Background: an optimization exercise with open tools, aiming at small area, a short achievable clock period and few clock cycles. Do not read the settings as production practice. RTL that was checked went through simulation tests only; none was proved equivalent to the original. Power and IR drop assume default switching activity.

==> flow/design.v <==
module pcm_cfgderive (
    input  wire        clk,
    input  wire        rst,           
    input  wire        start,
    output wire        ready,
    input  wire [7:0]  cfg,           
    input  wire [31:0] rate,
    input  wire [31:0] chunk,
    output reg         done,
    output wire [3:0]  result,        
    output wire [31:0] desc,          
    output wire [31:0] period,        
    output wire [31:0] chunk_eff      
);
    localparam [21:0] C2M = 22'd2000000;
    reg         run;         
    reg  [19:0] r_rate;
    reg  [19:0] rem;
    reg  [20:0] qm;          
    reg  [1:0]  dd;          
    reg         r_exact;     
    reg  [2:0]  r_res;
    reg         d_w8, d_w16, d_sgn, d_ord;
    reg  [12:0] r_ce;
    assign ready = !run;
    wire accept = start && !run;
    wire       w8     = (cfg[4:0] == 5'd8);
    wire       w16    = (cfg[4:0] == 5'd16);
    wire       bad_w  = !(w8 || w16);
    wire       bad_s  = (cfg[6:5] == 2'd3);
    wire       bad_r  = (rate == 32'd0);
    wire       bad_c  = (|chunk[31:13]) || (chunk[12] && (|chunk[11:0]));
    wire       ok     = !(bad_w || bad_s || bad_r || bad_c);
    wire       big    = |rate[31:20];     
    wire [2:0] res_in = bad_w ? 3'd1 : bad_s ? 3'd2 : bad_r ? 3'd3 : bad_c ? 3'd4 : 3'd0;
    wire       sgn    = cfg[6] ? 1'b1 : cfg[5] ? 1'b0 : w16;
    wire       exact  = (rate == 32'd128)   || (rate == 32'd640)   || (rate == 32'd3200) ||
                        (rate == 32'd16000) || (rate == 32'd80000) || (rate == 32'd400000);
    wire        c_small = ~|chunk[12:7];
    wire [12:0] c_up    = chunk[12:0] + {12'd0, w16 && chunk[0]};
    wire [12:0] ce_in   = !ok ? 13'd0 : c_small ? 13'd128 : c_up;
    reg  [20:0] mark0;
    reg  [19:0] rem0;
    reg  [1:0]  dd0;
    integer i;
    always @* begin
        mark0 = 21'd0;
        rem0  = 20'd0;
        dd0   = 2'd0;
        for (i = 0; i < 20; i = i + 1) begin
            if (rate[i] && !(|(rate[19:0] >> (i + 1)))) begin
                mark0[i + (i & 1)] = 1'b1;
                rem0 = rem0 | (C2M >> (22 - (i + (i & 1))));
                dd0  = dd0 | {C2M[21 - (i + (i & 1))], C2M[20 - (i + (i & 1))]};
            end
        end
    end
    reg  [1:0]  dd_nx;
    reg         above;
    always @* begin
        dd_nx = 2'd0;
        above = 1'b0;
        for (i = 20; i >= 0; i = i - 1) begin
            if (qm[i] && !above && (i % 2 == 0) && i <= 18)
                dd_nx = {C2M[19 - i], C2M[18 - i]};
            above = above | qm[i];
        end
    end
    wire [22:0] x   = {3'b000, rem, dd};
    wire [22:0] r1  = {3'b000, r_rate};
    wire [22:0] r2  = {2'b00, r_rate, 1'b0};
    wire [22:0] r3   = r1 + r2;
    wire [22:0] sub1 = x - r1;
    wire [22:0] sub2 = x - r2;
    wire [22:0] sub3 = x - r3;
    wire        ge1 = !sub1[22];
    wire        ge2 = !sub2[22];
    wire        ge3 = !sub3[22];
    wire        qb1 = ge2;
    wire        qb2 = ge3 | (ge1 & !ge2);
    wire [19:0] rem2 = ge3 ? sub3[19:0] : ge2 ? sub2[19:0] : ge1 ? sub1[19:0] : x[19:0];
    wire        fin   = qm[20];
    wire        rnd   = qb2 && !r_exact;
    wire [18:0] hi_p1 = qm[18:0] + 19'd1;
    wire [18:0] hi_nx = (fin && ge3) ? hi_p1 : qm[18:0];
    always @(posedge clk) begin
        if (run) begin
            rem <= rem2;
            qm  <= {hi_nx, fin ? qb1 ^ rnd : qb1, qb2};
            dd  <= dd_nx;
        end else begin
            r_rate <= rate[19:0];
            rem    <= rem0;
            qm     <= big ? 21'd2 : mark0;
            r_exact <= exact;
            dd     <= dd0;
            r_res  <= res_in;
            d_w8   <= ok && w8;
            d_w16  <= ok && w16;
            d_sgn  <= ok && sgn;
            d_ord  <= ok && cfg[7];
            r_ce   <= ce_in;
        end
    end
    always @(posedge clk) begin
        if (rst) begin
            run  <= 1'b0;
            done <= 1'b0;
        end else if (run) begin
            run  <= !qm[20];
            done <= qm[20];
        end else begin
            run  <= accept && ok && !big;
            done <= accept && !(ok && !big);
        end
    end
    wire d_ok = d_w8 | d_w16;
    assign result    = {1'b0, r_res};
    assign desc      = {7'd0, d_w8, 7'd0, d_ok, 12'd0, d_ord, d_sgn, d_w16, d_w8};
    assign period    = {12'd0, qm[20:1] & {20{d_ok}}};
    assign chunk_eff = {19'd0, r_ce};
endmodule
Settings: LEC_CHECK=0, CAP_MARGIN=20, CORE_MARGIN=2, CORE_UTILIZATION=60, SLEW_MARGIN=20; clock period 10.0 ns.
standard.sh (not shown) runs the stock make flow with config.mk's settings and CLKGATE_MAP_FILE= SYNTH_SCRIPT=/design/flow/synth_recipe.tcl, a recipe that flattens the netlist after the stock synthesis.
==> flow/flow/run.sh <==
#!/bin/bash
# Layout flow: the standard ORFS flow (standard.sh) with its standard
# synthesis, changed only in how the layout is optimised:
#  - port buffers of sky130_fd_sc_hd__buf_1 instead of the resizer's pick,
#  - a clock tree of clkbuf_4/clkbuf_8 buffers without dummy loads,
#  - repair_timing aiming at a setup margin of MARGIN ns.
# The make run's full output goes to standard.log in this folder; ORFS's
# per-step logs stay under orfs/logs.
set -uo pipefail
MARGIN=6
export BUFFER_PORTS_ARGS="-buffer_cell sky130_fd_sc_hd__buf_1"
export CTS_ARGS="-sink_clustering_enable -repair_clock_nets -buf_list {sky130_fd_sc_hd__clkbuf_4 sky130_fd_sc_hd__clkbuf_8} -dont_use_dummy_load"
bash standard.sh SETUP_SLACK_MARGIN=$MARGIN SKIP_REPAIR_TIE_FANOUT=1 finish > standard.log 2>&1
The first run produced a clean layout.
Edit:
--- a/flow/design.v
+++ b/flow/design.v
@@ -39,5 +39,5 @@
     wire        c_small = ~|chunk[12:7];
     wire [12:0] c_up    = chunk[12:0] + {12'd0, w16 && chunk[0]};
-    wire [12:0] ce_in   = !ok ? 13'd0 : c_small ? 13'd128 : c_up;
+    wire [12:0] ce_in   = c_small ? 13'd128 : c_up;
     reg  [20:0] mark0;
     reg  [19:0] rem0;
@@ -83,5 +83,5 @@
     wire        rnd   = qb2 && !r_exact;
     wire [18:0] hi_p1 = qm[18:0] + 19'd1;
-    wire [18:0] hi_nx = (fin && ge3) ? hi_p1 : qm[18:0];
+    wire [18:0] hi_nx = (fin && ge3 && !r_exact) ? hi_p1 : qm[18:0];
     always @(posedge clk) begin
         if (run) begin
@@ -119,4 +119,4 @@
     assign desc      = {7'd0, d_w8, 7'd0, d_ok, 12'd0, d_ord, d_sgn, d_w16, d_w8};
     assign period    = {12'd0, qm[20:1] & {20{d_ok}}};
-    assign chunk_eff = {19'd0, r_ce};
+    assign chunk_eff = {19'd0, r_ce & {13{d_ok}}};
 endmodule
Total power is lower by 1.3%.
Critical path depth is higher by 4.
Clock skew stays flat.
First-iteration DRC count is lower by 14%.
Worst setup slack degrades by 0.074 ns.
Via count is lower by 1.3%.
Die area is lower by 2.7%.
Utilization is higher by 0.96 points.
Count of clock-buffer cells in the layout does not change.
Routed wire length is lower by 3.8%.
Sequential cell count stays the same.
Testbench counts after the change, summed over its fixed seeds: cycles 6,097.
The RTL of the first run of this note was laid out without a check of its function.

[static timing again, ports no longer ideal]
Ports are ideal in the flow. The routed layouts listed here were re-timed in OpenROAD.
Step 1 (the two cells are an assumption about what drives the block):
set clk [get_ports {clk}]
set_driving_cell -lib_cell sky130_fd_sc_hd__clkbuf_16 $clk
set_driving_cell -lib_cell sky130_fd_sc_hd__buf_2 [delete_from_list [all_inputs] $clk]
Step 2, shift: input delay + t, output delay - t, t = (earliest + latest rising clock arrival at the registers) / 2. This alone moves slack from input paths to output paths.
Three values: ideal ports, drivers, drivers and shift; two values: the first two.
| run | shift t [ns] | setup slack, ns | worst setup path at the end | worst data-port slew with drivers (ns) | cell pins on the clock port's net |
|---|---|---|---|---|---|
| the first run | 0.389 | 6.194 / 6.203 / 5.814 | input to register | 0.05 | 1 |
| the second run | 0.388 | 6.120 / 6.120 / 5.883 | input to register | 0.05 | 1 |
After both steps setup and hold are still met in every run listed. The setup slack of the first run, which loses most, moves by +0.009 ns with the drivers and by -0.380 ns with both steps.
